This design comes from an exercise in tuning for small area on the open sky130 flow, not from production work.
In this exercise RTL edits were held to simulation tests only and were not proved equivalent to the original.
Power and IR drop assume default switching activity.

===== flow/flow/run.sh =====
#!/bin/bash
# The standard ORFS layout (standard.sh), with three changes:
# - synthesis is the standard flow's own script (synth_recipe.tcl, unchanged) with Yosys's
#   abc call given an area-recovering mapping script (flow/abc_area.script)
#   in place of ORFS's delay-oriented one; the registers, their names and
#   cell types are those of the standard synthesis;
# - the port buffers are made from the smallest buffer cell
#   (sky130_fd_sc_hd__buf_1) instead of the resizer's default choice; every
#   input and output port still gets its buffer;
# - clock tree synthesis uses one small clock buffer type, larger sink
#   clusters, and no dummy load cells.
# ORFS's whole output goes to standard.log; ORFS also keeps per-step logs
# under orfs/logs/.
set -o pipefail
HERE=$(pwd)
export BUFFER_PORTS_ARGS="-buffer_cell sky130_fd_sc_hd__buf_1"
export CTS_ARGS="-sink_clustering_enable -repair_clock_nets -sink_clustering_size 14 -sink_clustering_max_diameter 60 -buf_list sky130_fd_sc_hd__clkbuf_8 -dont_use_dummy_load"
{
  cat <<EOT
proc abc {args} {
  set i [lsearch -exact \$args -script]
  if {\$i >= 0} { lset args [expr {\$i + 1}] $HERE/flow/abc_area.script }
  yosys abc {*}\$args
}
EOT
  cat synth_recipe.tcl
} > area_synth.tcl
sed "s#SYNTH_SCRIPT=[^ ]*synth_recipe.tcl#SYNTH_SCRIPT=$HERE/area_synth.tcl#" standard.sh > area_standard.sh
if ! grep -q "SYNTH_SCRIPT=$HERE/area_synth.tcl" area_standard.sh; then
  echo "run.sh: could not point standard.sh at area_synth.tcl" >&2
  exit 1
fi
bash area_standard.sh > standard.log 2>&1

===== flow/flow/abc_area.script =====
&get -n
&st
&dch
&nf -R 1000
&put
strash
&get -n
&st
&dch
&nf -R 1000
&put
topo

===== flow/standard.sh =====
#!/bin/bash
# synth_recipe.tcl (not shown) runs the flow's synth.tcl, then flattens the netlist and writes it again
# the make line also repeats each setting of config.mk as NAME=value (left out here)
make -C /OpenROAD-flow-scripts/flow DESIGN_CONFIG=/design/flow/config.mk WORK_HOME=/design/flow/orfs CLKGATE_MAP_FILE= SYNTH_SCRIPT=/design/flow/synth_recipe.tcl "${@:-finish}"

===== flow/config.mk =====
export PLATFORM = sky130hd
export DESIGN_NAME = tkb_core
export DESIGN_NICKNAME = tkb_core
export VERILOG_FILES = /design/flow/design.v
export SDC_FILE = /design/flow/constraint.sdc
export NUM_CORES = 4
export LEC_CHECK = 0
export CAP_MARGIN = 20
export CORE_AREA = 4 4 266 266
export DIE_AREA = 0 0 270 270
export PLACE_DENSITY = 0.6
export SLEW_MARGIN = 20

===== flow/constraint.sdc =====
create_clock -name core_clock -period 80.0 [get_ports {clk}]
set_input_delay 16.0000 -clock core_clock [delete_from_list [all_inputs] [get_ports {clk}]]
set_output_delay 16.0000 -clock core_clock [all_outputs]
set_load 0.01 [all_outputs]

===== flow/design.v =====
module tkb_mapper (
    input  wire [6:0] q,       
    input  wire       n_bit,   
    input  wire       x_bit,   
    input  wire [6:0] rem,     
    input  wire       last,    
    output wire [1:0] digit,   
    output wire [6:0] rem_nx
);
    wire [6:0] term = n_bit ? (x_bit ? 7'd127 : ~q) : (x_bit ? q : 7'd0);
    wire [6:0] u    = {rem[5:0], rem[6]};
    wire [7:0] c;
    wire [6:0] s;
    assign c[0] = 1'b0;
    genvar i;
    generate
        for (i = 0; i < 7; i = i + 1) begin : add
            assign s[i]   = u[i] ^ term[i] ^ c[i];
            assign c[i+1] = (u[i] & term[i]) | (c[i] & (u[i] ^ term[i]));
        end
    endgenerate
    wire co = c[7];
    wire [7:0] h;
    assign h[0] = co;
    generate
        for (i = 0; i < 7; i = i + 1) begin : inc
            assign rem_nx[i] = s[i] ^ h[i];
            assign h[i+1]    = s[i] & h[i];
        end
    endgenerate
    wire full = last && (&rem_nx);
    assign digit = {(rem[6] & co) | ((rem[6] ^ co) & full), rem[6] ^ co ^ full};
endmodule
module tkb_core (
    input  wire         clk,
    input  wire         rst,
    input  wire [31:0]  now,
    input  wire         rx_valid,
    output wire         rx_ready,
    input  wire [31:0]  rx_id,
    input  wire [3:0]   rx_len,
    input  wire [63:0]  rx_data,
    input  wire         hall_valid,
    output wire         hall_ready,
    input  wire [2:0]   hall_raw,
    input  wire         wd_tick_valid,
    output wire         wd_tick_ready,
    input  wire         st_tick_valid,
    output wire         st_tick_ready,
    output wire         tx_valid,
    input  wire         tx_ready,
    output wire [31:0]  tx_id,
    output wire [3:0]   tx_len,
    output wire [63:0]  tx_data,
    input  wire         tx_ok,
    output wire         pwm_set_valid,
    input  wire         pwm_set_ready,
    output wire [2:0]   pwm_set_ch,
    output wire [15:0]  pwm_set_width,
    input  wire         pwm_set_ok,
    output wire [127:0] pw_out,
    output reg          pwm_en,
    output reg          thr_pwr,
    output reg          main_pwr,
    output wire [1:0]   ks_out,
    output wire [2:0]   hall_level,
    output reg  [7:0]   diag_cr,
    output reg  [7:0]   diag_hs,
    output reg  [7:0]   diag_ua,
    output reg          last_ok,
    output wire         busy,
    input  wire [63:0]  cfg_pw_rev,
    input  wire [63:0]  cfg_pw_neutral,
    input  wire [63:0]  cfg_pw_fwd,
    input  wire [2:0]   cfg_act_low,
    input  wire [31:0]  cfg_wd_timeout,
    input  wire [31:0]  cfg_hk_delay,
    input  wire [31:0]  cfg_cmd_id,
    input  wire [31:0]  cfg_status_id
);
    localparam [1:0] KS_HARD = 2'b00, KS_SOFT = 2'b01, KS_RUN = 2'b10;
    localparam [2:0] S_IDLE = 3'd0,
                     S_COMP = 3'd1,    
                     S_PWM  = 3'd2,    
                     S_TXA  = 3'd3,    
                     S_DLY  = 3'd4,    
                     S_TXH  = 3'd5,    
                     S_TXU  = 3'd6;    
    localparam [1:0] K_HK = 2'd0, K_SK = 2'd1, K_HU = 2'd2, K_THR = 2'd3;
    reg  [1:0]  ks;
    reg  [15:0] pw [0:7];
    reg  [2:0]  hall_last;        
    reg  [31:0] wd_last;
    reg  [2:0]  st;
    reg  [1:0]  kind;
    reg  [2:0]  ch;
    reg  [3:0]  k;
    reg  [6:0]  rem;
    reg  [15:0] acc;
    reg  [31:0] spd;              
    reg  [3:0]  pend;
    reg         yng01, yng02, yng03, yng12, yng13, yng23;
    reg         wd_late;          
    wire [3:0]  src_valid = {st_tick_valid, wd_tick_valid, rx_valid, hall_valid};
    wire [3:0]  arrive    = src_valid & ~pend;
    wire        idle      = (st == S_IDLE);
    wire        head0 = pend[0] & ~(pend[1] & yng01) & ~(pend[2] & yng02) & ~(pend[3] & yng03);
    wire        head1 = pend[1] & ~(pend[0] & ~yng01) & ~(pend[2] & yng12) & ~(pend[3] & yng13);
    wire        head2 = pend[2] & ~(pend[0] & ~yng02) & ~(pend[1] & ~yng12) & ~(pend[3] & yng23);
    wire        head3 = pend[3] & ~(pend[0] & ~yng03) & ~(pend[1] & ~yng13) & ~(pend[2] & ~yng23);
    wire [3:0]  ready_v = {4{idle}} & {head3, head2, head1, head0};
    wire [3:0]  take_v  = ready_v & src_valid;
    assign hall_ready    = ready_v[0];
    assign rx_ready      = ready_v[1];
    assign wd_tick_ready = ready_v[2];
    assign st_tick_ready = ready_v[3];
    assign busy          = !idle;
    wire        rx_id_ok = (rx_id == cfg_cmd_id);
    wire        rx_kc    = rx_id_ok && (rx_len == 4'd5) && (rx_data[15:0] == 16'h434B) &&
                           (rx_data[39:32] == 8'h00);
    wire        rx_b2h   = (rx_data[23:16] == 8'h48);
    wire        rx_b2s   = (rx_data[23:16] == 8'h53);
    wire        rx_b3a   = (rx_data[31:24] == 8'h41);
    wire        rx_b3u   = (rx_data[31:24] == 8'h55);
    wire        rx_kcha  = rx_kc && rx_b2h && rx_b3a;
    wire        rx_kcsa  = rx_kc && rx_b2s && rx_b3a;
    wire        rx_kchu  = rx_kc && rx_b2h && rx_b3u;
    wire        rx_kcsu  = rx_kc && rx_b2s && rx_b3u;
    wire        rx_len8  = rx_id_ok && (rx_len == 4'd8);
    wire        rx_thr_h = rx_len8 && (rx_data[7:0] == 8'h48);
    wire        rx_thr_v = rx_len8 && (rx_data[7:0] == 8'h56);
    wire        rx_thr   = rx_thr_h || rx_thr_v;
    wire        rx_cmd   = (rx_kc && (rx_b2h || rx_b2s) && (rx_b3a || rx_b3u)) || rx_thr;
    wire [2:0]  hall_cur     = hall_raw ^ cfg_act_low;
    wire        hall_removed = hall_last[2] && !hall_cur[2];
    wire        dly_sel = (st == S_DLY) && !arrive[2];
    wire [31:0] cmp_ref = dly_sel ? spd : wd_last;
    wire [31:0] cmp_lim = dly_sel ? cfg_hk_delay : cfg_wd_timeout;
    wire [32:0] cb, cc;
    wire [31:0] el;
    assign cb[0] = 1'b1;
    assign cc[0] = dly_sel;
    genvar b;
    generate
        for (b = 0; b < 32; b = b + 1) begin : cmp
            assign el[b]   = now[b] ^ ~cmp_ref[b] ^ cb[b];
            assign cb[b+1] = (now[b] & ~cmp_ref[b]) | (cb[b] & (now[b] ^ ~cmp_ref[b]));
            assign cc[b+1] = (el[b] & ~cmp_lim[b]) | (cc[b] & (el[b] | ~cmp_lim[b]));
        end
    endgenerate
    wire        cmp_hit    = cc[32];
    wire        wd_timeout = cmp_hit && !(arrive[1] && rx_cmd);
    wire        dly_done   = dly_sel && cmp_hit;
    wire        thr_mode = (kind == K_THR);
    wire [7:0]  sb       = spd[8*{ch[2], ch[0]} +: 8];
    wire        neg      = thr_mode && sb[7];
    wire [7:0]  nh;
    wire [6:0]  negmag;
    assign nh[0] = 1'b1;
    generate
        for (b = 0; b < 7; b = b + 1) begin : neg_inc
            assign negmag[b] = ~sb[b] ^ nh[b];
            assign nh[b+1]   = ~sb[b] & nh[b];
        end
    endgenerate
    wire [6:0]  q        = !thr_mode ? 7'd0 :
                           !sb[7]    ? sb[6:0] :
                           nh[7]     ? 7'd127 : negmag;
    wire [15:0] ksel = 16'd1 << k;
    wire [3:0]  n_g, f_g, r_g;
    generate
        for (b = 0; b < 4; b = b + 1) begin : gsel
            assign n_g[b] = |(cfg_pw_neutral[16*b +: 16] & ksel);
            assign f_g[b] = |(cfg_pw_fwd[16*b +: 16] & ksel);
            assign r_g[b] = |(cfg_pw_rev[16*b +: 16] & ksel);
        end
    endgenerate
    wire        n_bit    = n_g[ch[2:1]] ^ neg;
    wire        x_bit    = neg ? ~r_g[ch[2:1]] : f_g[ch[2:1]];
    wire [1:0]  digit;
    wire [6:0]  rem_nx;
    tkb_mapper u_map (
        .q      (q),
        .n_bit  (n_bit),
        .x_bit  (x_bit),
        .rem    (rem),
        .last   (k == 4'd0),
        .digit  (digit),
        .rem_nx (rem_nx)
    );
    wire [15:0] ah;
    wire [14:0] acc_inc;
    assign ah[0] = digit[1];
    generate
        for (b = 0; b < 15; b = b + 1) begin : acc_add
            assign acc_inc[b] = acc[b] ^ ah[b];
            assign ah[b+1]    = acc[b] & ah[b];
        end
    endgenerate
    wire [15:0] width = acc ^ {16{neg}};
    assign pwm_set_valid = (st == S_PWM);
    assign pwm_set_ch    = ch;
    assign pwm_set_width = width;
    wire   pwm_xfer      = pwm_set_valid && pwm_set_ready;
    wire   last_ch       = ch[2] && ch[0] && (thr_mode || ch[1]);
    wire   tx_h          = (st == S_TXH);
    wire   tx_u          = (st == S_TXU);
    assign tx_valid = (st == S_TXA) || tx_h || tx_u;
    assign tx_id    = cfg_status_id;
    assign tx_len   = 4'd5;
    assign tx_data  = {32'd0, (tx_u ? 8'h55 : 8'h41), (tx_h ? 8'h48 : 8'h53), 16'h524B};
    wire   tx_xfer  = tx_valid && tx_ready;
    always @(posedge clk) begin
        if (rst) begin
            pend    <= 4'd0;
            wd_last <= 32'd0;
        end else begin
            pend <= (pend | src_valid) & ~take_v;
            if (arrive[1] && rx_cmd) wd_last <= now;
        end
        if (arrive[2]) wd_late <= wd_timeout;
        if (arrive[0]) begin
            yng01 <= pend[1];
            yng02 <= pend[2];
            yng03 <= pend[3];
        end
        if (arrive[1]) begin
            yng01 <= 1'b0;
            yng12 <= pend[2];
            yng13 <= pend[3];
        end
        if (arrive[2]) begin
            yng02 <= 1'b0;
            yng12 <= 1'b0;
            yng23 <= pend[3];
        end
        if (arrive[3]) begin
            yng03 <= 1'b0;
            yng13 <= 1'b0;
            yng23 <= 1'b0;
        end
    end
    reg        go;
    reg  [1:0] go_kind;
    reg        go_su;
    always @(*) begin
        go      = 1'b0;
        go_kind = K_HK;
        go_su   = 1'b0;
        if (take_v[0]) begin
            if (hall_removed) begin
                go = 1'b1;
            end else if (ks == KS_RUN && (hall_cur[0] || !hall_cur[1])) begin
                go      = 1'b1;
                go_kind = K_SK;
            end
        end else if (take_v[1]) begin
            if (rx_kcha) begin
                go = 1'b1;
            end else if (rx_kcsa) begin
                go      = (ks == KS_RUN);
                go_kind = K_SK;
            end else if (rx_kchu) begin
                go      = (ks == KS_HARD);
                go_kind = K_HU;
            end else if (rx_kcsu) begin
                go_su   = (ks == KS_SOFT) && hall_last[1] && hall_last[2];
            end else if (rx_thr) begin
                go      = (ks == KS_RUN);
                go_kind = K_THR;
            end
        end else if (take_v[2]) begin
            go      = wd_late && (ks == KS_RUN);
            go_kind = K_SK;
        end
    end
    always @(posedge clk) begin
        if (rst) begin
            ks        <= KS_HARD;
            pwm_en    <= 1'b0;
            thr_pwr   <= 1'b0;
            main_pwr  <= 1'b0;
            last_ok   <= 1'b1;
            hall_last <= 3'b000;
            diag_cr   <= 8'd0;
            diag_hs   <= 8'd0;
            diag_ua   <= 8'd0;
            st        <= S_IDLE;
        end else begin
            case (st)
                S_IDLE: begin
                    if (|take_v) last_ok <= 1'b1;
                    if (take_v[0]) hall_last <= hall_cur;
                    if (take_v[1] && rx_thr) begin
                        diag_cr <= rx_data[47:40];
                        diag_hs <= rx_data[55:48];
                        diag_ua <= rx_data[63:56];
                    end
                    if (go) begin
                        st <= S_COMP;
                        case (go_kind)
                            K_HK: ks <= KS_HARD;
                            K_SK: ks <= KS_SOFT;
                            K_HU: begin
                                ks       <= KS_RUN;
                                main_pwr <= 1'b1;
                                thr_pwr  <= 1'b1;
                            end
                            default: ;
                        endcase
                    end else if (go_su) begin
                        ks     <= KS_RUN;
                        pwm_en <= 1'b1;
                        st     <= S_TXU;
                    end
                end
                S_COMP: begin
                    if (k == 4'd0) st <= S_PWM;
                end
                S_PWM: begin
                    if (pwm_xfer) begin
                        last_ok <= last_ok && pwm_set_ok;
                        if (last_ch) begin
                            case (kind)
                                K_HU: begin
                                    pwm_en <= 1'b1;
                                    st     <= S_IDLE;
                                end
                                K_THR: st <= S_IDLE;
                                default: begin
                                    pwm_en  <= 1'b0;
                                    thr_pwr <= 1'b0;
                                    st      <= S_TXA;
                                end
                            endcase
                        end else begin
                            st <= S_COMP;
                        end
                    end
                end
                S_TXA: begin
                    if (tx_xfer) begin
                        last_ok <= last_ok && tx_ok;
                        st      <= (kind == K_HK) ? S_DLY : S_IDLE;
                    end
                end
                S_DLY: begin
                    if (dly_done) begin
                        main_pwr <= 1'b0;
                        st       <= S_TXH;
                    end
                end
                default: begin    
                    if (tx_xfer) begin
                        last_ok <= last_ok && tx_ok;
                        st      <= S_IDLE;
                    end
                end
            endcase
        end
    end
    always @(posedge clk) begin
        if (idle) begin
            kind <= go_kind;
            ch   <= {1'b0, go_kind == K_THR && rx_thr_v, 1'b0};
            k    <= 4'd15;
            rem  <= 7'd0;
            if (take_v[1]) spd <= rx_data[39:8];
        end
        if (st == S_COMP) begin
            k   <= k - 4'd1;
            rem <= rem_nx;
            acc <= {acc_inc, digit[0]};
        end
        if (pwm_xfer) begin
            ch  <= ch + ((thr_mode && ch[0]) ? 3'd3 : 3'd1);
            k   <= 4'd15;
            rem <= 7'd0;
        end
        if (st == S_TXA && tx_xfer) spd <= now;
    end
    genvar c;
    generate
        for (c = 0; c < 8; c = c + 1) begin : pwr
            always @(posedge clk) begin
                if (rst)
                    pw[c] <= cfg_pw_neutral[16*(c/2) +: 16];
                else if (pwm_xfer && ch == c)
                    pw[c] <= width;
            end
        end
    endgenerate
    assign pw_out     = {pw[7], pw[6], pw[5], pw[4], pw[3], pw[2], pw[1], pw[0]};
    assign ks_out     = ks;
    assign hall_level = hall_last;
endmodule

==> results.yml, run 1 <==
run_status:
  status: "timing/DRC/antenna clean"
cts:
  cts_setup_buffers: 0
  numClockSinks: 271
  cts-root-buf: "clkbuf_8"
  ctsHoldBuffers: 0
  clock_path_buffers: 3
  cts_buffers: 38
  cts_tree: "built"
  clk_latency_ns: 0.62
  cts.clk_slew.worst_paths_ns: 0.07
  htreeDepth: 2
  cts-resized-gates: 0
route:
  wl_met3_mm: 6.02
  routedLengthMet1_mm: 25.8
  via_per_inst: 4.78
  drc_errors: 0
  vias: 13700
  routed.top_layer: "met5"
  ant_nets: 0
  route.met2.wl_mm: 36.6
  routed_wl_mm: 71.8
  drt_first_pass_iters: 7
  drt_iter0_drc: 1041
  routedWlPerCell_um: 25.0
worst_setup_path:
  regToRegSetupSlack_ns: 64.07
  crit_path_end_kind: "primary output"
  crit_required_ns: 64.00
  reg2reg_to: "st[2]$_SDFFE_PP0P_"
  worst_r2r_path_depth: 45
  crit_arrival_ns: 16.00
  critical_path_class: "input port to primary output"
  critPathMaxFanout: 1
  cp-start-kind: "input port"
synth:
  syn_area_mm2: 0.0150
  synthDistinctLibCells: 49
  ys_seq_area_frac: 0.484
  ys_warn_count: 2
  ys_ff_latch: 271
  avgSynthCellArea_um2: 11.3
  async_flop_share: 0
  syn_inst: 1326
  ys.flop_type: "edfxtp_1"
  synth_edf_count: 182
sta:
  finalSetupViolCount: 0
  fin_tns_setup_ns: 0
  slew_violations: 0
  rsz0062_at_grt: "false"
  relSlewSlack: 0.291
  fin_skew_ns: 0.0861
  setup_ws_ns: 48.00
  min_period_ns: 32.00
  hold_violations: 0
  finalCritPeriodShare: 0.400
  fmax_mhz: 31.2
  worstMarginPinSlew_ns: 1.06
cells_and_area:
  fillers: 7247
  fin_nets: 2527
  drive_above_1_share: 0.0388
  multiInputGateArea_mm2: 0.00712
  regArea_mm2: 0.00725
  syn_to_final_growth_pct: 25.0
power_and_ir_drop:
  leakage_nw: 6.95
  peakVddDrop_uv: 12.6
  p_per_area_mw_per_mm2: 25.9
  p_total_mw: 0.485
global_route:
  grt-ovfl-total: 0
  antenna_found_initial: 19
  grt_pass1_wl_mm: 99.1
  track_usage: 0.187
  grt_start_max_net_pins: 57
  grt_pass1_vias: 13900
placement:
  place.gp.congestion: 0.900
  port_buffers: 628
  hpwl_mm: 58.1
  place_ws_ns: 48.00
worst_hold_path:
  hold_end: "last_ok$_SDFFE_PP1P_"
  holdCritStartpoint: "last_ok$_SDFFE_PP1P_"
  hold_depth: 2
  hold_path.class: "flop to flop"
floorplan:
  dieArea_mm2: 0.0729
  die_w_um: 270
  start_util: 0.221
  fp.dieH_um: 270
  placementRows: 95
  ios: 755
  coreArea_mm2: 0.0676
run:
  drv_cap: 0
-- placed cells by master, fill, tap and decap left out, types with 6 or more instances in the layout --
| cell type | n |
|---|---|
| conb_1 | 62 |
| nor3_1 | 76 |
| nand3_1 | 13 |
| mux2_1 | 36 |
| diode_2 | 6 |
| edfxtp_1 | 182 |
| nor2_1 | 171 |
| a211oi_1 | 9 |
| a21o_1 | 68 |
| clkinv_1 | 25 |
| buf_4 | 34 |
| a21oi_1 | 20 |
| a21boi_0 | 6 |
| xnor2_1 | 26 |
| a221oi_1 | 17 |
| a22oi_1 | 27 |
| buf_1 | 627 |
| nor4_1 | 13 |
| nand2_1 | 65 |
| nand4_1 | 12 |
| clkbuf_8 | 38 |
| maj3_1 | 26 |
| fa_1 | 38 |
| dfxtp_1 | 89 |
| a222oi_1 | 46 |
| o21ai_0 | 24 |
| nor2b_1 | 22 |
| and2_0 | 15 |
| ha_1 | 32 |
| a22o_1 | 7 |
| and3_1 | 10 |
| mux2i_1 | 62 |
| xor2_1 | 34 |
-- final cells by class --
cell class,instances,share of cell area
antenna,6,0.000803
clock buffer,38,0.0280
inverter,25,0.00502
multi-input combinational,991,0.380
sequential,271,0.387
tap,873,0.0584
timing repair buffer,662,0.140
-- synthesized netlist by cell type (3+ instances only) --
cell | instances | area, um^2
a211oi_1 | 9 | 67.6
a21boi_0 | 6 | 45.0
a21o_1 | 68 | 510
a21oi_1 | 20 | 100
a221oi_1 | 17 | 149
a222oi_1 | 46 | 460
a22o_1 | 7 | 61.3
a22oi_1 | 27 | 203
a31o_1 | 4 | 35.0
a31oi_1 | 4 | 25.0
and2_0 | 15 | 93.8
and3_1 | 10 | 62.6
and4_1 | 4 | 35.0
buf_4 | 99 | 743
clkinv_1 | 25 | 93.8
dfxtp_1 | 89 | 1780
edfxtp_1 | 182 | 5470
fa_1 | 38 | 761
ha_1 | 32 | 400
maj3_1 | 26 | 260
mux2_1 | 36 | 405
mux2i_1 | 62 | 621
nand2_1 | 65 | 244
nand3_1 | 13 | 65.1
nand4_1 | 12 | 75.1
nand4b_1 | 4 | 35.0
nor2_1 | 173 | 649
nor2b_1 | 22 | 138
nor3_1 | 76 | 380
nor4_1 | 13 | 81.3
o21a_1 | 5 | 37.5
o21ai_0 | 26 | 130
o22a_1 | 4 | 35.0
o22ai_1 | 3 | 18.8
or2_0 | 4 | 25.0
or3_1 | 4 | 25.0
xnor2_1 | 26 | 228
xor2_1 | 34 | 298
-- registers in the layout, summed over array words and instances (netlist names), 2 cells and up, named ones only --
signal,flops
acc,16
ch,3
diag_cr,8
diag_hs,8
diag_ua,8
hall_last,3
k,4
kind,2
ks,2
pw,128
rem,7
spd,32
st,3
wd_last,32
-- metrics by stage --
stage / hold WS, ns / area (um^2) / std cells / utilization
3_5_place_dp: 0.472 / 18200 / 2822 / 0.269
6_report: 0.487 / 18700 / 2866 / 0.277
4_1_cts: 0.491 / 18700 / 2860 / 0.276
3_3_place_gp: 0.469 / 18200 / 2822 / 0.269
5_1_grt: 0.507 / 18700 / 2865 / 0.276
2_1_floorplan: 0.453 / 15200 / 1386 / -
-- report_power, final --
part,leakage (nW),internal (mW),switching [mW]
registers,2.49,0.175,0.0130
logic,4.18,0.0714,0.131
clock network,0.273,0.0419,0.0525
-- worst max path at each step --
| stage | startpoint | end | depth (start not counted) |
|---|---|---|---|
| 6_report | cfg_status_id[14] | tx_id[14] | 0 |
| 5_1_grt | wd_tick_valid | st[2]$_SDFFE_PP0P_ | 46 |
| 4_1_cts | cfg_status_id[4] | tx_id[4] | 0 |
| 3_5_place_dp | cfg_status_id[4] | tx_id[4] | 0 |
| 3_3_place_gp | cfg_status_id[4] | tx_id[4] | 0 |
| 2_1_floorplan | wd_tick_valid | st[0]$_SDFFE_PP0P_ | 45 |
-- kinds of logic after synthesis --
group	Yosys count	share of synthesized area
other	2	0.000502
AND/OR/NAND/NOR	420	0.130
AO/OA/AOI/OAI	255	0.130
adder cells (fa/ha/maj)	96	0.0950
multiplexers	98	0.0686
flip-flops	271	0.484
buffers and inverters	124	0.0559
XOR/XNOR	60	0.0351
-- layer usage --
layer,track usage,vias to the layer above
met3,0.0541,166
met5,0,-
met1,0.201,6615
met2,0.341,728
met4,0.0770,24
li1,-,6164
==> run 2, diff against run 1 <==
--- a/flow/flow/run.sh
+++ b/flow/flow/run.sh
@@ -14,7 +14,7 @@
 set -o pipefail
 HERE=$(pwd)
 export BUFFER_PORTS_ARGS="-buffer_cell sky130_fd_sc_hd__buf_1"
-export CTS_ARGS="-sink_clustering_enable -repair_clock_nets -sink_clustering_size 14 -sink_clustering_max_diameter 60 -buf_list sky130_fd_sc_hd__clkbuf_8 -dont_use_dummy_load"
+export CTS_ARGS="-sink_clustering_enable -repair_clock_nets -sink_clustering_size 30 -sink_clustering_max_diameter 80 -buf_list sky130_fd_sc_hd__clkbuf_16 -dont_use_dummy_load"
 {
   cat <<EOT
 proc abc {args} {
==> run 2 against run 1 <==
Sequential share of layout area fell by 0.21 points. Largest power group unchanged. Combinational power barely moved. Non-clock buffer count unchanged. Clock power is 13% higher. Still clean on timing, DRC and antenna. First-iteration DRC count is 3.9% higher.
==> results.yml, run 2 <==
global_route:
  grt_pass1_wl_mm: 98.8
  grt_start_max_net_pins: 57
  track_usage: 0.186
  grt_pass1_vias: 13800
  antenna_found_initial: 17
  grt-ovfl-total: 0
cells_and_area:
  drive_above_1_share: 0.0324
  final_cell_mix: "buf_1, edfxtp_1, nor2_1, dfxtp_1, nor3_1"
  final_common_cell: "buf_1"
  largest_register: "pw"
  syn_to_final_growth_pct: 25.7
  stdcell_area_mm2: 0.0188
  fillers: 7242
  fin_nets: 2514
  final_util: 0.278
  largest_reg_flops: 128
  reg_top3: "pw: 128 flops, spd: 32 flops, wd_last: 32 flops"
floorplan:
  dieArea_mm2: 0.0729
  coreArea_mm2: 0.0676
  die_w_um: 270
  fp.dieH_um: 270
  ios: 755
  start_util: 0.221
  placementRows: 95
sta:
  relSlewSlack: 0.300
  min_period_ns: 32.00
  finalCritPeriodShare: 0.400
  fmax_mhz: 31.2
  hold_violations: 0
  finalSetupViolCount: 0
  fin_tns_setup_ns: 0
  slew_violations: 0
  rsz0062_at_grt: "false"
  fin_skew_ns: 0.0750
  worstMarginPinSlew_ns: 1.05
synth:
  ys_ff_latch: 271
  synth_edf_count: 182
  yosysMostFrequentCell: "edfxtp_1"
  avgSynthCellArea_um2: 11.3
  ys_warn_count: 2
  synthDistinctLibCells: 49
  yosysTopAreaCellShare: 0.365
  async_flop_share: 0
  synth_top_area_cell: "edfxtp_1"
  ys_seq_area_frac: 0.484
  yosys-top-cells-count: "edfxtp_1, nor2_1, buf_4, dfxtp_1, nor3_1"
  synthTopCellsByArea: "edfxtp_1, dfxtp_1, fa_1, buf_4, nor2_1"
  ys.flop_type: "edfxtp_1"
  syn_inst: 1326
  syn_area_mm2: 0.0150
worst_setup_path:
  critical_path_class: "input port to primary output"
  critPathMaxFanout: 1
  cp-start-kind: "input port"
  crit_arrival_ns: 16.00
  crit_path_end_kind: "primary output"
  crit_required_ns: 64.00
route:
  vias: 13600
  ant_nets: 0
  routed_wl_mm: 71.4
  drc_errors: 0
  routedWlPerCell_um: 25.0
  via_per_inst: 4.77
  drt_first_pass_iters: 6
  drt_iter0_drc: 1082
power_and_ir_drop:
  peakVddDrop_uv: 14.5
  leakage_nw: 6.98
  p_per_area_mw_per_mm2: 26.5
  p_total_mw: 0.498
placement:
  port_buffers: 628
  placed_area_mm2: 0.0182
  hpwl_mm: 58.1
  place.gp.congestion: 0.900
cts:
  clock_path_buffers: 3
  htreeDepth: 1
  cts_setup_buffers: 0
  cts.clk_slew.worst_paths_ns: 0.04
  cts-root-buf: "clkbuf_16"
  ctsHoldBuffers: 0
  cts_tree: "built"
  cts_buffers: 25
  clk_latency_ns: 0.60
  cts-resized-gates: 0
  numClockSinks: 271
worst_hold_path:
  hold_path.class: "flop to flop"
run_status:
  status: "timing/DRC/antenna clean"
run:
  drv_cap: 0
## run 2: kinds of logic (layout without fill, tap and decap cells)
kind of cell    after synthesis  after routing  synth area share
mux                          98             98            0.0686
buf+inv                     124            712            0.0559
flops                       271            271             0.484
other cells                   2             67          0.000502
simple gates                420            420             0.130
compound gates              255            255             0.130
xor+xnor                     60             60            0.0351
fa+ha+maj                    96             96            0.0950
## run 2: stage by stage
stage               setup slack, ns  hold slack [ns]  cells
CTS                           48.00            0.482   2847
floorplan                     46.38            0.453   1386
detailed placement            48.00            0.472   2822
global placement              48.00            0.469   2822
finish                        48.00            0.477   2852
global route                  47.86            0.506   2851
## run 2: routing by layer
metal | vias to the layer above | track usage | routed length (um)
li1 | 6141 | - | -
met1 | 6548 | 0.203 | 25700
met2 | 735 | 0.343 | 36700
met3 | 158 | 0.0473 | 5830
met4 | 22 | 0.0715 | 3000
met5 | - | 0 | 137
## run 2: tightest hold or removal path, delay by kind of cell, from the launching register on
family / cells / cell delay, ns
DFF: 1 / 0.33
AOI/OAI and AO/OA: 2 / 0.11
## run 2: where the power goes
part	internal [mW]	switching (mW)
registers	0.175	0.0129
logic	0.0715	0.131
clock network	0.0546	0.0527
total	0.301	0.197
## run 2: worst paths after layout
path	start	to	slack, ns	depth (start not counted)
worst min-delay path	last_ok$_SDFFE_PP1P_	last_ok$_SDFFE_PP1P_	0.48	2
worst max register to register	flop	st[2]$_SDFFE_PP0P_	64.05	45
worst min register to register	last_ok$_SDFFE_PP1P_	last_ok$_SDFFE_PP1P_	0.48	2
worst max-delay path	cfg_status_id[14]	tx_id[14]	48.00	0
## run 2: layout make-up
cell class / instances / area [um^2] / area share
Sequential cell: 271 / 7250 / 0.385
Timing Repair Buffer: 662 / 2620 / 0.139
Tap cell: 873 / 1090 / 0.0581
Antenna cell: 5 / 12.5 / 0.000665
Multi-Input combinational cell: 991 / 7120 / 0.378
Clock buffer: 25 / 626 / 0.0333
Inverter: 25 / 93.8 / 0.00499
==> run 3, diff against run 2 <==
--- a/flow/design.v
+++ b/flow/design.v
@@ -4,6 +4,7 @@
     input  wire       x_bit,   
     input  wire [6:0] rem,     
     input  wire       last,    
+    input  wire       ceil,    
     output wire [1:0] digit,   
     output wire [6:0] rem_nx
 );
@@ -28,7 +29,7 @@
             assign h[i+1]    = s[i] & h[i];
         end
     endgenerate
-    wire full = last && (&rem_nx);
+    wire full = last && ((&rem_nx) || (ceil && (|rem_nx)));
     assign digit = {(rem[6] & co) | ((rem[6] ^ co) & full), rem[6] ^ co ^ full};
 endmodule
 module tkb_core (
@@ -101,6 +102,7 @@
     reg  [3:0]  pend;
     reg         yng01, yng02, yng03, yng12, yng13, yng23;
     reg         wd_late;          
+    integer     i;
     wire [3:0]  src_valid = {st_tick_valid, wd_tick_valid, rx_valid, hall_valid};
     wire [3:0]  arrive    = src_valid & ~pend;
     wire        idle      = (st == S_IDLE);
@@ -175,8 +177,8 @@
             assign r_g[b] = |(cfg_pw_rev[16*b +: 16] & ksel);
         end
     endgenerate
-    wire        n_bit    = n_g[ch[2:1]] ^ neg;
-    wire        x_bit    = neg ? ~r_g[ch[2:1]] : f_g[ch[2:1]];
+    wire        n_bit    = n_g[ch[2:1]];
+    wire        x_bit    = neg ? r_g[ch[2:1]] : f_g[ch[2:1]];
     wire [1:0]  digit;
     wire [6:0]  rem_nx;
     tkb_mapper u_map (
@@ -185,6 +187,7 @@
         .x_bit  (x_bit),
         .rem    (rem),
         .last   (k == 4'd0),
+        .ceil   (neg),
         .digit  (digit),
         .rem_nx (rem_nx)
     );
@@ -197,7 +200,7 @@
             assign ah[b+1]    = acc[b] & ah[b];
         end
     endgenerate
-    wire [15:0] width = acc ^ {16{neg}};
+    wire [15:0] width = acc;
     assign pwm_set_valid = (st == S_PWM);
     assign pwm_set_ch    = ch;
     assign pwm_set_width = width;
@@ -215,7 +218,8 @@
             pend    <= 4'd0;
             wd_last <= 32'd0;
         end else begin
-            pend <= (pend | src_valid) & ~take_v;
+            for (i = 0; i < 4; i = i + 1)
+                if (arrive[i] || take_v[i]) pend[i] <= arrive[i];
             if (arrive[1] && rx_cmd) wd_last <= now;
         end
         if (arrive[2]) wd_late <= wd_timeout;
--- a/flow/flow/run.sh
+++ b/flow/flow/run.sh
@@ -14,7 +14,7 @@
 set -o pipefail
 HERE=$(pwd)
 export BUFFER_PORTS_ARGS="-buffer_cell sky130_fd_sc_hd__buf_1"
-export CTS_ARGS="-sink_clustering_enable -repair_clock_nets -sink_clustering_size 30 -sink_clustering_max_diameter 80 -buf_list sky130_fd_sc_hd__clkbuf_16 -dont_use_dummy_load"
+export CTS_ARGS="-sink_clustering_enable -repair_clock_nets -sink_clustering_size 10 -sink_clustering_max_diameter 40 -buf_list sky130_fd_sc_hd__clkbuf_4 -dont_use_dummy_load"
 {
   cat <<EOT
 proc abc {args} {
--- a/flow/config.mk
+++ b/flow/config.mk
@@ -8,5 +8,5 @@
 export CAP_MARGIN = 20
 export CORE_AREA = 4 4 266 266
 export DIE_AREA = 0 0 270 270
-export PLACE_DENSITY = 0.6
+export PLACE_DENSITY = 0.85
 export SLEW_MARGIN = 20
==> run 3 against run 2 <==
Global-route usage grew 0.21 points. Setup slack is the same. Largest cell class unchanged. Critical path depth unchanged. Final cell count grew 2.8%. Flip-flop and latch count unchanged. Via count up 4.7%. Synthesized cell count rose by 4.5%. Largest power group is now registers. Sequential share of layout area rose by 0.53 points. Area after synthesis grew 0.15%. Critical endpoint is now tx_id[22].
==> results.yml, run 3 <==
synth:
  yosysTopAreaCellShare: 0.365
  ys.flop_type: "edfxtp_1"
  yosysMostFrequentCell: "nand2_1"
  avgSynthCellArea_um2: 10.8
  yosys-top-cells-count: "nand2_1, edfxtp_1, nor2_1, buf_4, dfxtp_1"
  synthTopCellsByArea: "edfxtp_1, dfxtp_1, fa_1, buf_4, nand2_1"
  syn_inst: 1386
  syn_area_mm2: 0.0150
  async_flop_share: 0
  synth_top_area_cell: "edfxtp_1"
  ys_warn_count: 2
  synth_edf_count: 182
  synthDistinctLibCells: 55
  ys_ff_latch: 271
  ys_seq_area_frac: 0.484
cells_and_area:
  regArea_mm2: 0.00725
  largest_register: "pw"
  stdcell_area_mm2: 0.0186
  syn_to_final_growth_pct: 23.8
  drive_above_1_share: 0.0409
  final_common_cell: "buf_1"
  fillers: 7225
  reg_top3: "pw: 128 flops, spd: 32 flops, wd_last: 32 flops"
  multiInputGateArea_mm2: 0.00715
  final_cell_mix: "buf_1, nand2_1, edfxtp_1, nor2_1, dfxtp_1"
  fin_nets: 2593
  largest_reg_flops: 128
route:
  routed_wl_mm: 72.3
  drc_errors: 0
  routedWlPerCell_um: 24.7
  drt_first_pass_iters: 6
  drt_iter0_drc: 1236
  ant_nets: 0
  vias: 14200
  via_per_inst: 4.86
sta:
  timing.hold.ws_ns: 0.494
  slew_violations: 0
  fin_tns_setup_ns: 0
  finalSetupViolCount: 0
  fin_skew_ns: 0.166
  worstMarginPinSlew_ns: 1.12
  hold_violations: 0
  relSlewSlack: 0.254
  finalCritPeriodShare: 0.400
  rsz0062_at_grt: "false"
  fmax_mhz: 31.2
  min_period_ns: 32.00
global_route:
  grt-ovfl-total: 0
  grt_start_max_net_pins: 65
  antenna_found_initial: 13
  grt_pass1_vias: 14400
  grt_pass1_wl_mm: 99.6
  track_usage: 0.188
worst_setup_path:
  crit_required_ns: 64.00
  critical_path_class: "input port to primary output"
  crit_path_end_kind: "primary output"
  crit_arrival_ns: 16.00
  critPathMaxFanout: 1
  cp-start-kind: "input port"
cts:
  cts.clk_slew.worst_paths_ns: 0.08
  htreeDepth: 2
  cts_buffers: 45
  cts-resized-gates: 0
  clk_latency_ns: 0.78
  clock_path_buffers: 3
  cts_tree: "built"
  ctsHoldBuffers: 0
  cts-root-buf: "clkbuf_4"
  cts_setup_buffers: 0
  numClockSinks: 271
power_and_ir_drop:
  peakVddDrop_uv: 11.9
  p_per_area_mw_per_mm2: 22.3
  leakage_nw: 6.72
placement:
  place.gp.congestion: 0.940
  placed_area_mm2: 0.0182
  port_buffers: 628
  hpwl_mm: 60.1
floorplan:
  start_util: 0.222
  ios: 755
  placementRows: 95
  die_w_um: 270
  dieArea_mm2: 0.0729
  coreArea_mm2: 0.0676
  fp.dieH_um: 270
worst_hold_path:
  hold_path.class: "flop to flop"
run_status:
  status: "timing/DRC/antenna clean"
run:
  drv_cap: 0
run 3: cell count changes in the layout (fill, tap and decap cells not counted), moves of 20 or more:
cell,change
a21o_1,-63
nor2_1,-26
clkbuf_16,-25
nand2_1,+122
xor2_1,-26
nor2b_1,+20
clkbuf_4,+45
run 3: area by class of cell:
| cell class | count | share of cell area |
|---|---|---|
| Sequential cell | 271 | 0.391 |
| Multi-Input combinational cell | 1050 | 0.386 |
| Timing Repair Buffer | 661 | 0.141 |
| Tap cell | 873 | 0.0589 |
| Clock buffer | 45 | 0.0182 |
| Inverter | 26 | 0.00526 |
| Antenna cell | 6 | 0.000809 |
run 3: worst min-delay path, delay by kind of cell (launching register included):
kind | cells | cell delay, ns
DFF | 1 | 0.31
and+or+nand+nor | 2 | 0.14
run 3: path summary, 6_finish.rpt:
| path | slack, ns | cells after the start | from | endpoint |
|---|---|---|---|---|
| setup reg to reg | 63.65 | 41 | pend[2]$_SDFFE_PP0P_ | st[1]$_SDFFE_PP0P_ |
| hold reg to reg | 0.49 | 2 | diag_ua[2]$_SDFFE_PP0P_ | diag_ua[2]$_SDFFE_PP0P_ |
| hold / removal | 0.49 | 2 | diag_ua[2]$_SDFFE_PP0P_ | diag_ua[2]$_SDFFE_PP0P_ |
| setup / recovery | 48.00 | 0 | cfg_status_id[22] | tx_id[22] |
run 3: cell families after synthesis:
family | after synthesis | share of synthesized area
AND/OR/NAND/NOR | 558 | 0.172
flip-flops | 271 | 0.484
buffers and inverters | 125 | 0.0561
adder cells (fa/ha/maj) | 96 | 0.0948
AO/OA/AOI/OAI | 195 | 0.0999
other | 2 | 0.000501
XOR/XNOR | 40 | 0.0234
multiplexers | 99 | 0.0695
run 3: power by group:
| part | leakage (nW) | internal (mW) | switching, mW | total (mW) |
|---|---|---|---|---|
| registers | 2.49 | 0.169 | 0.0120 | 0.181 |
| clock network | 0.207 | 0.0256 | 0.0468 | 0.0724 |
| logic | 4.02 | 0.0554 | 0.104 | 0.159 |
run 3: layer usage:
layer	vias to the layer above	GRT usage	routed length [um]
met1	6853	0.190	24100
met5	-	0	86
met2	872	0.365	39200
met4	14	0.0755	2900
met3	160	0.0469	5990
li1	6345	-	-
run 3: stage by stage:
step,util,total power [mW],instances,setup WS [ns]
2_1_floorplan,-,0.278,1446,46.31
3_3_place_gp,0.269,0.339,2881,48.00
3_5_place_dp,0.269,0.344,2881,47.70
4_1_cts,0.274,0.418,2926,48.00
5_1_grt,0.274,0.439,2930,47.96
6_report,0.274,0.413,2932,48.00
==> run 4, diff against run 3 <==
==> flow/flow/abc_area.script (replaced) <==
strash
dch
amap
strash
dch
amap
topo
==> run 4 against run 3 <==
Cell area down 1.2%. Critical path type unchanged. Routed wire length grew 11%. Non-clock buffer count down 8. Area after synthesis fell by 1.6%. Still clean on timing, DRC and antenna. Maximum frequency about the same.
==> results.yml, run 4 <==
run_status:
  status: "timing/DRC/antenna clean"
global_route:
  grt-ovfl-total: 0
  grt_pass1_vias: 15000
  grt_start_max_net_pins: 87
  grt_pass1_wl_mm: 109
  antenna_found_initial: 25
  track_usage: 0.208
synth:
  avgSynthCellArea_um2: 10.2
  synth_top_area_cell: "edfxtp_1"
  synthTopCellsByArea: "edfxtp_1, dfxtp_1, fa_1, buf_4, clkinv_1"
  yosysTopAreaCellShare: 0.371
  yosys-top-cells-count: "edfxtp_1, clkinv_1, nor2_1, o21ai_0, buf_4"
  ys.flop_type: "edfxtp_1"
  syn_inst: 1444
  syn_area_mm2: 0.0147
  synthMuxAreaShare: 0
  yosys.area_share.simple: 0.101
  yosysMostFrequentCell: "edfxtp_1"
  synth_edf_count: 182
  async_flop_share: 0
  ys_ff_latch: 271
  synthDistinctLibCells: 49
  synth_top_family_by_area: "compound AO/OA/AOI/OAI gates"
  ys_warn_count: 2
  synth-compound-area-share: 0.231
  synth-xor-area-share: 0.00178
  ys_seq_area_frac: 0.492
  synthAdderAreaFrac: 0.0788
floorplan:
  coreArea_mm2: 0.0676
  dieArea_mm2: 0.0729
  start_util: 0.218
  die_w_um: 270
  ios: 755
  fp.dieH_um: 270
  placementRows: 95
worst_hold_path:
  holdCritStartpoint: "last_ok$_SDFFE_PP1P_"
  hold_depth: 1
  hold_end: "last_ok$_SDFFE_PP1P_"
  hold_path.class: "flop to flop"
sta:
  worstMarginPinSlew_ns: 1.04
  fin_skew_ns: 0.181
  slew_violations: 0
  finalSetupViolCount: 0
  min_period_ns: 32.01
  fin_tns_setup_ns: 0
  rsz0062_at_grt: "false"
  hold_violations: 0
  relSlewSlack: 0.297
  finalCritPeriodShare: 0.400
  fmax_mhz: 31.2
route:
  drt_iter0_drc: 1367
  wl_met3_mm: 6.39
  drc_errors: 0
  route.met2.wl_mm: 40.8
  routedLengthMet1_mm: 26.6
  ant_nets: 0
  drt_first_pass_iters: 9
  via_per_inst: 5.03
  routedWlPerCell_um: 26.7
  vias: 15100
  routed.top_layer: "met5"
  routed_wl_mm: 80.0
placement:
  dp_cells: 2931
  port_buffers: 628
  hpwl_mm: 65.9
  place.gp.congestion: 1.02
cells_and_area:
  drive_above_1_share: 0.0403
  reg_top3: "pw: 128 flops, spd: 32 flops, wd_last: 32 flops"
  fin_cells: 2998
  final_common_cell: "buf_1"
  syn_to_final_growth_pct: 24.3
  final_cell_mix: "buf_1, edfxtp_1, clkinv_1, nor2_1, o21ai_0"
  largest_reg_flops: 128
  largest_register: "pw"
  fin_nets: 2650
cts:
  cts_buffers: 52
  clock_path_buffers: 3
  htreeDepth: 2
  cts_setup_buffers: 0
  clk_latency_ns: 0.81
  numClockSinks: 271
  cts_tree: "built"
  cts-resized-gates: 0
  cts-root-buf: "clkbuf_4"
  cts.clk_slew.worst_paths_ns: 0.06
  ctsHoldBuffers: 0
power_and_ir_drop:
  p_comb_frac: 0.405
  clockPowerShare: 0.181
  p_per_area_mw_per_mm2: 23.9
  p_int_mw: 0.256
  peakVddDrop_uv: 8.72
  seqPwrFrac: 0.414
  leakage_nw: 5.96
  sw_frac_of_total: 0.415
  switchingPower_mw: 0.182
worst_setup_path:
  critPathMaxFanout: 1
  cp-start-kind: "input port"
  crit_arrival_ns: 16.01
  regToRegSetupSlack_ns: 63.17
  reg2reg_to: "st[2]$_SDFFE_PP0P_"
  crit_path_end_kind: "primary output"
  crit_required_ns: 64.00
  worstReg2RegStart: "st[2]$_SDFFE_PP0P_"
  cp.depth: 0
  worst_r2r_path_depth: 49
  critical_path_class: "input port to primary output"
run:
  drv_cap: 0
==> run 4: cell count changes in the layout (fill, tap and decap cells not counted), moves of 54 or more <==
| cell | previous run | this run |
|---|---|---|
| o21ai_0 | 30 | 110 |
| a21oi_1 | 24 | 78 |
| nand2_1 | 187 | 83 |
| mux2i_1 | 59 | 0 |
| o22ai_1 | 1 | 96 |
| clkinv_1 | 26 | 173 |
==> run 4: cell families after synthesis <==
group                      count (synthesis)
and+or+nand+nor                          338
other                                      2
adders and majority gates                 70
xor gates and xnor gates                   3
buffers and inverters                    274
AOI/OAI and AO/OA                        486
DFF                                      271
==> run 4: worst max-delay path by stage <==
stage / slack (ns) / startpoint / endpoint
floorplan: 47.88 / cfg_status_id[0] / tx_id[0]
global placement: 47.99 / cfg_status_id[23] / tx_id[23]
detailed placement: 47.99 / cfg_status_id[23] / tx_id[23]
CTS: 47.99 / cfg_status_id[23] / tx_id[23]
global route: 48.00 / cfg_status_id[23] / tx_id[23]
finish: 47.99 / cfg_status_id[23] / tx_id[23]
==> run 4: layout make-up <==
cell class	instances	area [um^2]
inverter	175	659
sequential	271	7250
tap	873	1090
clock buffer	52	390
multi-input combinational	959	6350
antenna	15	37.5
fill	7282	49300
timing repair buffer	653	2540
==> run 4: power groups by stage <==
| stage | Sequential, mW | Combinational, mW | Clock, mW |
|---|---|---|---|
| after global routing | 0.183 | 0.196 | 0.0887 |
| final | 0.181 | 0.177 | 0.0791 |
| after CTS | 0.181 | 0.179 | 0.0840 |
| after floorplan | 0.186 | 0.0981 | 0 |
| after global placement | 0.184 | 0.174 | 0 |
| after detailed placement | 0.184 | 0.178 | 0 |
==> run 4: per-stage QoR <==
step            util  hold slack [ns]  setup slack (ns)  cell area, um^2  total power [mW]
2_1_floorplan      -            0.471             47.88            15000             0.285
3_5_place_dp   0.265            0.460             47.99            17900             0.363
5_1_grt        0.271            0.513             48.00            18300             0.467
4_1_cts        0.270            0.485             47.99            18300             0.444
6_report       0.271            0.475             47.99            18300             0.437
3_3_place_gp   0.265            0.454             47.99            17900             0.358
==> run 4: per-layer routing <==
layer | GRT usage | vias to the layer above
li1 | - | 6691
met1 | 0.210 | 7115
met2 | 0.383 | 1023
met3 | 0.0497 | 235
met4 | 0.132 | 6
met5 | 0 | -
==> run 5, diff against run 4 <==
--- a/flow/config.mk
+++ b/flow/config.mk
@@ -5,8 +5,8 @@
 export SDC_FILE = /design/flow/constraint.sdc
 export NUM_CORES = 4
 export LEC_CHECK = 0
-export CAP_MARGIN = 20
+export CAP_MARGIN = 0
 export CORE_AREA = 4 4 266 266
 export DIE_AREA = 0 0 270 270
 export PLACE_DENSITY = 0.85
-export SLEW_MARGIN = 20
+export SLEW_MARGIN = 0
==> run 5 against run 4 <==
Still clean. Critical endpoint unchanged. Register-to-register slack hardly changed. Highest routed layer unchanged. Clock power hardly changed. Cell area hardly changed. Via count is 0.14% higher. Critical path type unchanged.
==> results.yml, run 5 <==
placement:
  port_buffers: 628
  place_ws_ns: 47.99
  place.gp.congestion: 1.02
  dp_cells: 2931
  hpwl_mm: 65.9
sta:
  min_period_ns: 32.01
  setup_ws_ns: 47.99
  worstMarginPinSlew_ns: 1.18
  fmax_mhz: 31.2
  fin_skew_ns: 0.180
  relSlewSlack: 0.207
  finalCritPeriodShare: 0.400
  rsz0062_at_grt: "false"
  hold_violations: 0
  slew_violations: 0
  fin_tns_setup_ns: 0
  finalSetupViolCount: 0
run_status:
  status: "timing/DRC/antenna clean"
global_route:
  grt_pass1_wl_mm: 109
  grt-ovfl-total: 0
  grt_pass1_vias: 15000
  grt_start_max_net_pins: 87
  antenna_found_initial: 25
  track_usage: 0.208
synth:
  ys_warn_count: 2
  synth_top_area_cell: "edfxtp_1"
  syn_area_mm2: 0.0147
  synthAdderAreaFrac: 0.0788
  yosys.area_share.simple: 0.101
  synth_edf_count: 182
  synthTopCellsByArea: "edfxtp_1, dfxtp_1, fa_1, buf_4, clkinv_1"
  synth-compound-area-share: 0.231
  ys_ff_latch: 271
  yosys-top-cells-count: "edfxtp_1, clkinv_1, nor2_1, o21ai_0, buf_4"
  syn_inst: 1444
  avgSynthCellArea_um2: 10.2
  yosysTopAreaCellShare: 0.371
  synthMuxAreaShare: 0
  synth_top_family_by_area: "compound AO/OA/AOI/OAI gates"
  synthDistinctLibCells: 49
  ys.flop_type: "edfxtp_1"
  yosysMostFrequentCell: "edfxtp_1"
  synth-xor-area-share: 0.00178
  async_flop_share: 0
  ys_seq_area_frac: 0.492
floorplan:
  coreArea_mm2: 0.0676
  dieArea_mm2: 0.0729
  ios: 755
  placementRows: 95
  fp.dieH_um: 270
  start_util: 0.218
  die_w_um: 270
cells_and_area:
  multiInputGateArea_mm2: 0.00635
  fillers: 7281
  largest_register: "pw"
  fin_cells: 2999
  drive_above_1_share: 0.0403
  syn_to_final_growth_pct: 24.3
  reg_top3: "pw: 128 flops, spd: 32 flops, wd_last: 32 flops"
  regArea_mm2: 0.00725
  final_common_cell: "buf_1"
  fin_nets: 2650
  final_cell_mix: "buf_1, edfxtp_1, clkinv_1, nor2_1, o21ai_0"
  largest_reg_flops: 128
  final_util: 0.271
cts:
  clk_latency_ns: 0.80
  cts_buffers: 52
  cts-resized-gates: 0
  cts.clk_slew.worst_paths_ns: 0.06
  htreeDepth: 2
  ctsHoldBuffers: 0
  cts_setup_buffers: 0
  numClockSinks: 271
  cts-root-buf: "clkbuf_4"
  cts_tree: "built"
  clock_path_buffers: 3
route:
  ant_nets: 0
  vias: 15100
  drt_first_pass_iters: 8
  routed_wl_mm: 79.9
  drt_iter0_drc: 1400
  routedWlPerCell_um: 26.6
  via_per_inst: 5.03
  drc_errors: 0
worst_hold_path:
  hold_path.class: "flop to flop"
  holdCritStartpoint: "last_ok$_SDFFE_PP1P_"
  hold_depth: 1
  hold_end: "last_ok$_SDFFE_PP1P_"
worst_setup_path:
  reg2reg_to: "st[2]$_SDFFE_PP0P_"
  worst_r2r_path_depth: 49
  crit_required_ns: 64.00
  crit_arrival_ns: 16.01
  critPathMaxFanout: 1
  crit_path_end_kind: "primary output"
  cp-start-kind: "input port"
  worstReg2RegStart: "st[2]$_SDFFE_PP0P_"
  critical_path_class: "input port to primary output"
  regToRegSetupSlack_ns: 63.18
run:
  drv_cap: 0
power_and_ir_drop:
  leakage_nw: 5.96
  peakVddDrop_uv: 8.76
  p_per_area_mw_per_mm2: 23.9
run 5: metrics by stage:
stage               cell area [um^2]  hold slack, ns  total power, mW
floorplan                      15000           0.471            0.285
global placement               17900           0.454            0.358
detailed placement             17900           0.460            0.363
CTS                            18300           0.485            0.444
global route                   18300           0.513            0.467
finish                         18300           0.475            0.437
run 5: per-layer routing:
layer  routed length, um  global-route usage
met5                  40                   0
met4                6080               0.132
met3                6290              0.0497
met2               40900               0.383
met1               26500               0.210
run 5: worst max-delay path by stage:
| stage | depth (start not counted) | end | from | slack [ns] |
|---|---|---|---|---|
| after floorplan | 1 | tx_id[0] | cfg_status_id[0] | 47.88 |
| after global placement | 0 | tx_id[23] | cfg_status_id[23] | 47.99 |
| after detailed placement | 0 | tx_id[23] | cfg_status_id[23] | 47.99 |
| after CTS | 0 | tx_id[23] | cfg_status_id[23] | 47.99 |
| after global routing | 0 | tx_id[23] | cfg_status_id[23] | 48.00 |
| final | 0 | tx_id[23] | cfg_status_id[23] | 47.99 |
run 5: where the power goes:
group | total, mW | switching (mW) | internal [mW]
logic | 0.177 | 0.120 | 0.0567
registers | 0.181 | 0.0112 | 0.170
clock network | 0.0792 | 0.0498 | 0.0294
run 5: cell families after synthesis:
group,Yosys count
XOR/XNOR,3
buffers and inverters,274
AO/OA/AOI/OAI,486
adder cells (fa/ha/maj),70
flip-flops,271
other,2
AND/OR/NAND/NOR,338
run 5: layout make-up:
cell class,instances,share of cell area
sequential,271,0.396
multi-input combinational,959,0.346
timing repair buffer,653,0.139
tap,873,0.0596
inverter,175,0.0360
clock buffer,52,0.0213
antenna,16,0.00219
==> run 6, diff against run 5 <==
==> flow/config.mk (replaced) <==
export PLATFORM = sky130hd
export DESIGN_NAME = tkb_core
export DESIGN_NICKNAME = tkb_core
export VERILOG_FILES = /design/flow/design.v
export SDC_FILE = /design/flow/constraint.sdc
export NUM_CORES = 4
export LEC_CHECK = 0
export CAP_MARGIN = 20
export CORE_AREA = 4 4 266 266
export DIE_AREA = 0 0 270 270
export PLACE_DENSITY = 0.95
export SLEW_MARGIN = 20
==> run 6 against run 5 <==
Still clean. Power barely moved. Die area unchanged. Final cell count is 0.50% lower. Critical endpoint is now tx_id[2].
==> results.yml, run 6 <==
global_route:
  use_met2: 0.391
  track_usage: 0.213
  antenna_found_initial: 17
  grt_busiest_layer: "met2"
  grtUsageMet3: 0.0613
  grt_start_max_net_pins: 89
  use_met1: 0.212
  grt-ovfl-total: 0
  grt_pass1_vias: 15200
  grt_pass1_wl_mm: 111
worst_hold_path:
  hold_depth: 1
  hold_path.class: "flop to flop"
worst_setup_path:
  crit_arrival_ns: 16.00
  cp.depth: 0
  crit_required_ns: 64.00
  critical_path_class: "input port to primary output"
  cp-start-kind: "input port"
  crit_path_end_kind: "primary output"
  worst_r2r_path_depth: 49
  critPathMaxFanout: 1
sta:
  min_period_ns: 32.00
  hold_violations: 0
  fmax_mhz: 31.2
  fin_tns_setup_ns: 0
  rsz0062_at_grt: "false"
  relSlewSlack: 0.316
  fin_skew_ns: 0.139
  slew_violations: 0
  timing.hold.ws_ns: 0.484
  finalSetupViolCount: 0
  worstMarginPinSlew_ns: 1.02
  finalCritPeriodShare: 0.400
power_and_ir_drop:
  p_per_area_mw_per_mm2: 23.9
  peakVddDrop_uv: 9.22
  leakage_nw: 5.92
  p_total_mw: 0.437
cells_and_area:
  final_util: 0.270
  drive_above_1_share: 0.0366
  largest_register: "pw"
  largest_reg_flops: 128
  final_cell_mix: "buf_1, edfxtp_1, clkinv_1, nor2_1, o21ai_0"
  fillers: 7260
  fin_nets: 2643
  syn_to_final_growth_pct: 23.8
  reg_top3: "pw: 128 flops, spd: 32 flops, wd_last: 32 flops"
  final_common_cell: "buf_1"
floorplan:
  fp.dieH_um: 270
  dieArea_mm2: 0.0729
  ios: 755
  coreArea_mm2: 0.0676
  placementRows: 95
  start_util: 0.218
  die_w_um: 270
synth:
  ys_warn_count: 2
  yosys-top-cells-count: "edfxtp_1, clkinv_1, nor2_1, o21ai_0, buf_4"
  synth_edf_count: 182
  synthTopCellsByArea: "edfxtp_1, dfxtp_1, fa_1, buf_4, clkinv_1"
  avgSynthCellArea_um2: 10.2
  ys_seq_area_frac: 0.492
  syn_inst: 1444
  async_flop_share: 0
  ys.flop_type: "edfxtp_1"
  yosysTopAreaCellShare: 0.371
  syn_area_mm2: 0.0147
  ys_ff_latch: 271
  synth_top_area_cell: "edfxtp_1"
  yosysMostFrequentCell: "edfxtp_1"
  synthDistinctLibCells: 49
cts:
  cts_tree: "built"
  cts.clk_slew.worst_paths_ns: 0.12
  cts-root-buf: "clkbuf_4"
  ctsHoldBuffers: 0
  cts_setup_buffers: 0
  cts-resized-gates: 0
  clock_path_buffers: 3
  cts_buffers: 48
  clk_latency_ns: 0.78
  htreeDepth: 2
  numClockSinks: 271
route:
  routedWlPerCell_um: 27.5
  routed_wl_mm: 82.0
  ant_nets: 0
  vias: 15200
  via_per_inst: 5.10
  drt_first_pass_iters: 7
  drt_iter0_drc: 1448
  drc_errors: 0
placement:
  port_buffers: 628
  place.gp.congestion: 0.984
  hpwl_mm: 66.8
run_status:
  status: "timing/DRC/antenna clean"
run:
  drv_cap: 0
-- run 6: cell counts after synthesis --
No cell type changed its count.
-- run 6: metal layers --
layer	routed length, um	vias to the layer above
met2	41400	1087
li1	-	6660
met1	27100	7202
met5	43	-
met3	7320	250
met4	6110	10
-- run 6: worst paths after layout --
path                                      startpoint                   end  slack [ns]
worst min-delay path            thr_pwr$_SDFFE_PP0P_  thr_pwr$_SDFFE_PP0P_        0.48
worst max-delay path                cfg_status_id[2]              tx_id[2]       48.00
worst min register to register  thr_pwr$_SDFFE_PP0P_  thr_pwr$_SDFFE_PP0P_        0.48
worst max register to register    st[2]$_SDFFE_PP0P_    st[0]$_SDFFE_PP0P_       63.71
-- run 6: layout make-up --
cell class | instances | area (um^2) | area share
flip-flops and latches | 271 | 7250 | 0.397
multi-input cells | 959 | 6340 | 0.348
repair buffers | 650 | 2530 | 0.139
well taps | 873 | 1090 | 0.0598
inverters | 175 | 659 | 0.0361
clock buffers | 48 | 360 | 0.0197
diodes | 8 | 20.0 | 0.00110
-- run 6: where the power goes --
part | switching [mW] | internal, mW
Combinational | 0.123 | 0.0571
Clock | 0.0489 | 0.0271
Sequential | 0.0111 | 0.170
Total | 0.183 | 0.254
-- run 6: kinds of logic (layout without fill, tap and decap cells) --
| family | count (synthesis) | count (layout) | synth area share |
|---|---|---|---|
| AO/OA/AOI/OAI | 486 | 486 | 0.231 |
| AND/OR/NAND/NOR | 338 | 338 | 0.101 |
| buffers and inverters | 274 | 873 | 0.0950 |
| flip-flops | 271 | 271 | 0.492 |
| adder cells (fa/ha/maj) | 70 | 70 | 0.0788 |
| XOR/XNOR | 3 | 3 | 0.00178 |
| other | 2 | 70 | 0.000509 |
-- run 6: metrics by stage --
| stage | area [um^2] | instances | setup slack, ns |
|---|---|---|---|
| final | 18300 | 2984 | 48.00 |
| after detailed placement | 17900 | 2927 | 47.99 |
| after CTS | 18200 | 2975 | 47.99 |
| after global placement | 17900 | 2927 | 47.99 |
| after floorplan | 15000 | 1504 | 47.88 |
| after global routing | 18300 | 2983 | 48.00 |
==> run 7, diff against run 6 <==
--- a/flow/flow/run.sh
+++ b/flow/flow/run.sh
@@ -1,9 +1,12 @@
 #!/bin/bash
-# The standard ORFS layout (standard.sh), with three changes:
+# The standard ORFS layout (standard.sh), with these changes:
 # - synthesis is the standard flow's own script (synth_recipe.tcl, unchanged) with Yosys's
 #   abc call given an area-recovering mapping script (flow/abc_area.script)
 #   in place of ORFS's delay-oriented one; the registers, their names and
 #   cell types are those of the standard synthesis;
+# - synthesis leaves pass-through and constant outputs unbuffered
+#   (SYNTH_INSBUF=0); the layout gives them their tie cells and port
+#   buffers as usual;
 # - the port buffers are made from the smallest buffer cell
 #   (sky130_fd_sc_hd__buf_1) instead of the resizer's default choice; every
 #   input and output port still gets its buffer;
@@ -13,6 +16,7 @@
 # under orfs/logs/.
 set -o pipefail
 HERE=$(pwd)
+export SYNTH_INSBUF=0
 export BUFFER_PORTS_ARGS="-buffer_cell sky130_fd_sc_hd__buf_1"
 export CTS_ARGS="-sink_clustering_enable -repair_clock_nets -sink_clustering_size 10 -sink_clustering_max_diameter 40 -buf_list sky130_fd_sc_hd__clkbuf_4 -dont_use_dummy_load"
 {
--- a/flow/config.mk
+++ b/flow/config.mk
@@ -8,5 +8,6 @@
 export CAP_MARGIN = 20
 export CORE_AREA = 4 4 266 266
 export DIE_AREA = 0 0 270 270
-export PLACE_DENSITY = 0.95
+export GPL_TIMING_DRIVEN = 0
+export PLACE_DENSITY = 0.85
 export SLEW_MARGIN = 20
==> run 7 against run 6 <==
Still clean. Setup slack improved by 0.0018 ns. Flip-flop and latch count stayed put. Die area unchanged. First-iteration DRC count rose by 2.6%. Critical path depth unchanged. Synthesized cell count fell by 6.9%. Cell area increased by 0.64%. Power rose by 0.12%. Non-clock buffer count fell by 8. Maximum frequency barely moved. Sequential share of layout area decreased by 0.25 points. Critical endpoint is now tx_id[17]. Highest routed layer unchanged.
==> results.yml, run 7 <==
synth:
  synth-compound-area-share: 0.243
  yosysTopAreaCellShare: 0.390
  avgSynthCellArea_um2: 10.4
  synth_top_area_cell: "edfxtp_1"
  yosys-top-cells-count: "edfxtp_1, clkinv_1, nor2_1, o21ai_0, o22ai_1"
  ys_ff_latch: 271
  yosys.area_share.simple: 0.107
  ys.flop_type: "edfxtp_1"
  ys_warn_count: 2
  synthMuxAreaShare: 0
  synthTopCellsByArea: "edfxtp_1, dfxtp_1, fa_1, clkinv_1, o22ai_1"
  yosysMostFrequentCell: "edfxtp_1"
  synthAdderAreaFrac: 0.0830
  synthDistinctLibCells: 48
  synth_edf_count: 182
  async_flop_share: 0
  ys_seq_area_frac: 0.518
  syn_inst: 1345
  synth-xor-area-share: 0.00188
  syn_area_mm2: 0.0140
  synth_top_family_by_area: "compound AO/OA/AOI/OAI gates"
sta:
  min_period_ns: 32.00
  worstMarginPinSlew_ns: 1.07
  timing.hold.ws_ns: 0.476
  fmax_mhz: 31.2
  rsz0062_at_grt: "false"
  fin_skew_ns: 0.111
  hold_violations: 0
  relSlewSlack: 0.285
  fin_tns_setup_ns: 0
  finalSetupViolCount: 0
  finalCritPeriodShare: 0.400
  slew_violations: 0
worst_setup_path:
  critical_path_class: "input port to primary output"
  crit_required_ns: 64.00
  crit_path_end_kind: "primary output"
  cp-start-kind: "input port"
  critPathMaxFanout: 1
  crit_arrival_ns: 16.00
floorplan:
  start_util: 0.207
  placementRows: 95
  coreArea_mm2: 0.0676
  dieArea_mm2: 0.0729
  ios: 755
  fp.dieH_um: 270
  die_w_um: 270
power_and_ir_drop:
  p_per_area_mw_per_mm2: 23.8
  p_comb_frac: 0.411
  peakVddDrop_uv: 9.73
  sw_frac_of_total: 0.419
  seqPwrFrac: 0.416
  switchingPower_mw: 0.184
  p_int_mw: 0.254
  leakage_nw: 5.93
  clockPowerShare: 0.173
global_route:
  grt_pass1_vias: 15000
  grt_busiest_layer: "met2"
  grt-ovfl-total: 0
  use_met1: 0.202
  antenna_found_initial: 14
  grtUsageMet3: 0.0583
  use_met2: 0.357
  track_usage: 0.196
  grt_start_max_net_pins: 112
  grt_pass1_wl_mm: 104
cts:
  cts-root-buf: "clkbuf_4"
  cts_tree: "built"
  cts.clk_slew.worst_paths_ns: 0.06
  clk_latency_ns: 0.78
  cts_setup_buffers: 0
  cts-resized-gates: 0
  ctsHoldBuffers: 0
  clock_path_buffers: 3
  cts_buffers: 47
  htreeDepth: 2
  numClockSinks: 271
cells_and_area:
  largest_register: "pw"
  syn_to_final_growth_pct: 31.2
  final_util: 0.272
  final_cell_mix: "buf_1, edfxtp_1, clkinv_1, nor2_1, o21ai_0"
  final_common_cell: "buf_1"
  fin_cells: 2977
  stdcell_area_mm2: 0.0184
  fillers: 7230
  drive_above_1_share: 0.0363
  largest_reg_flops: 128
  fin_nets: 2634
  reg_top3: "pw: 128 flops, spd: 32 flops, wd_last: 32 flops"
route:
  drc_errors: 0
  routed_wl_mm: 75.8
  via_per_inst: 5.06
  vias: 15100
  drt_first_pass_iters: 6
  drt_iter0_drc: 1485
  ant_nets: 0
  routedWlPerCell_um: 25.5
placement:
  dp_cells: 2920
  hpwl_mm: 61.6
  place.gp.congestion: 0.954
  port_buffers: 628
  placed_area_mm2: 0.0180
run_status:
  status: "timing/DRC/antenna clean"
run:
  drv_cap: 0
worst_hold_path:
  hold_path.class: "flop to flop"
[run 7: layout make-up]
class | instances | area, um^2 | share of cell area
multi-input cells | 959 | 6390 | 0.348
inverters | 175 | 668 | 0.0364
repair buffers | 642 | 2590 | 0.141
flip-flops and latches | 271 | 7250 | 0.394
well taps | 873 | 1090 | 0.0595
clock buffers | 47 | 353 | 0.0192
diodes | 10 | 25.0 | 0.00136
[run 7: logic make-up (layout without fill, tap and decap cells)]
group                      after synthesis  in the layout
other                                    2             72
xor gates and xnor gates                 3              3
and+or+nand+nor                        338            338
adders and majority gates               70             70
buffers and inverters                  175            864
DFF                                    271            271
AOI/OAI and AO/OA                      486            486
[run 7: metrics by stage]
stage	power, mW	setup slack, ns
6_report	0.438	48.00
5_1_grt	0.465	47.66
4_1_cts	0.440	48.00
3_5_place_dp	0.363	47.67
3_3_place_gp	0.355	44.83
2_1_floorplan	0.280	47.95
[run 7: routing by layer]
metal / share of wire / routed length [um]
met4: 0.060 / 4580
met3: 0.097 / 7320
met1: 0.34 / 25700
met5: 0.00063 / 48
met2: 0.50 / 38100
[run 7: worst paths after layout]
check	start	to	slack (ns)	cells past startpoint
min reg2reg	pwm_en$_SDFFE_PP0P_	pwm_en$_SDFFE_PP0P_	0.48	1
max	cfg_status_id[17]	tx_id[17]	48.00	0
min	pwm_en$_SDFFE_PP0P_	pwm_en$_SDFFE_PP0P_	0.48	1
max reg2reg	st[2]$_SDFFE_PP0P_	st[1]$_SDFFE_PP0P_	62.98	49
[run 7: power groups by stage]
| stage | sequential (mW) | clock, mW | combinational, mW |
|---|---|---|---|
| detailed placement | 0.185 | 0 | 0.178 |
| finish | 0.182 | 0.0758 | 0.180 |
| floorplan | 0.186 | 0 | 0.0939 |
| global route | 0.184 | 0.0854 | 0.196 |
| CTS | 0.182 | 0.0792 | 0.179 |
| global placement | 0.188 | 0 | 0.167 |

-- afterwards: timing with drivers on the ports --
No port has a modelled driver above. Below, the same layouts with a new extraction and two added sets of constraints.
Step 1 assumes that a clkbuf_16 drives the clock port and a buf_2 every other input.
Step 2 moves the port delays by t, midway between the first and last clock arrival at a register: inputs arrive t later, outputs are due t later. That takes back most of the time a late clock gives input paths.
Three values: ideal, step 1, step 2; two values: the first two.
run | t (ns) | setup WS [ns] | worst setup path at the end
run 1 | 0.639 | 48.000 / 47.935 / 47.935 | input to output
run 2 | 0.619 | 48.000 / 47.934 / 47.934 | input to output
run 3 | 0.764 | 48.000 / 47.904 / 47.788 | input to register
run 4 | 0.768 | 47.994 / 47.844 / 47.844 | input to output
run 5 | 0.767 | 47.994 / 47.847 / 47.847 | input to output
run 6 | 0.758 | 47.997 / 47.811 / 47.811 | input to output
run 7 | 0.779 | 47.999 / 47.921 / 47.497 | input to register
After both steps every run listed still meets setup and hold. For run 7, which loses most, drivers alone change the setup slack by -0.078 ns; drivers and shift together by -0.502 ns.
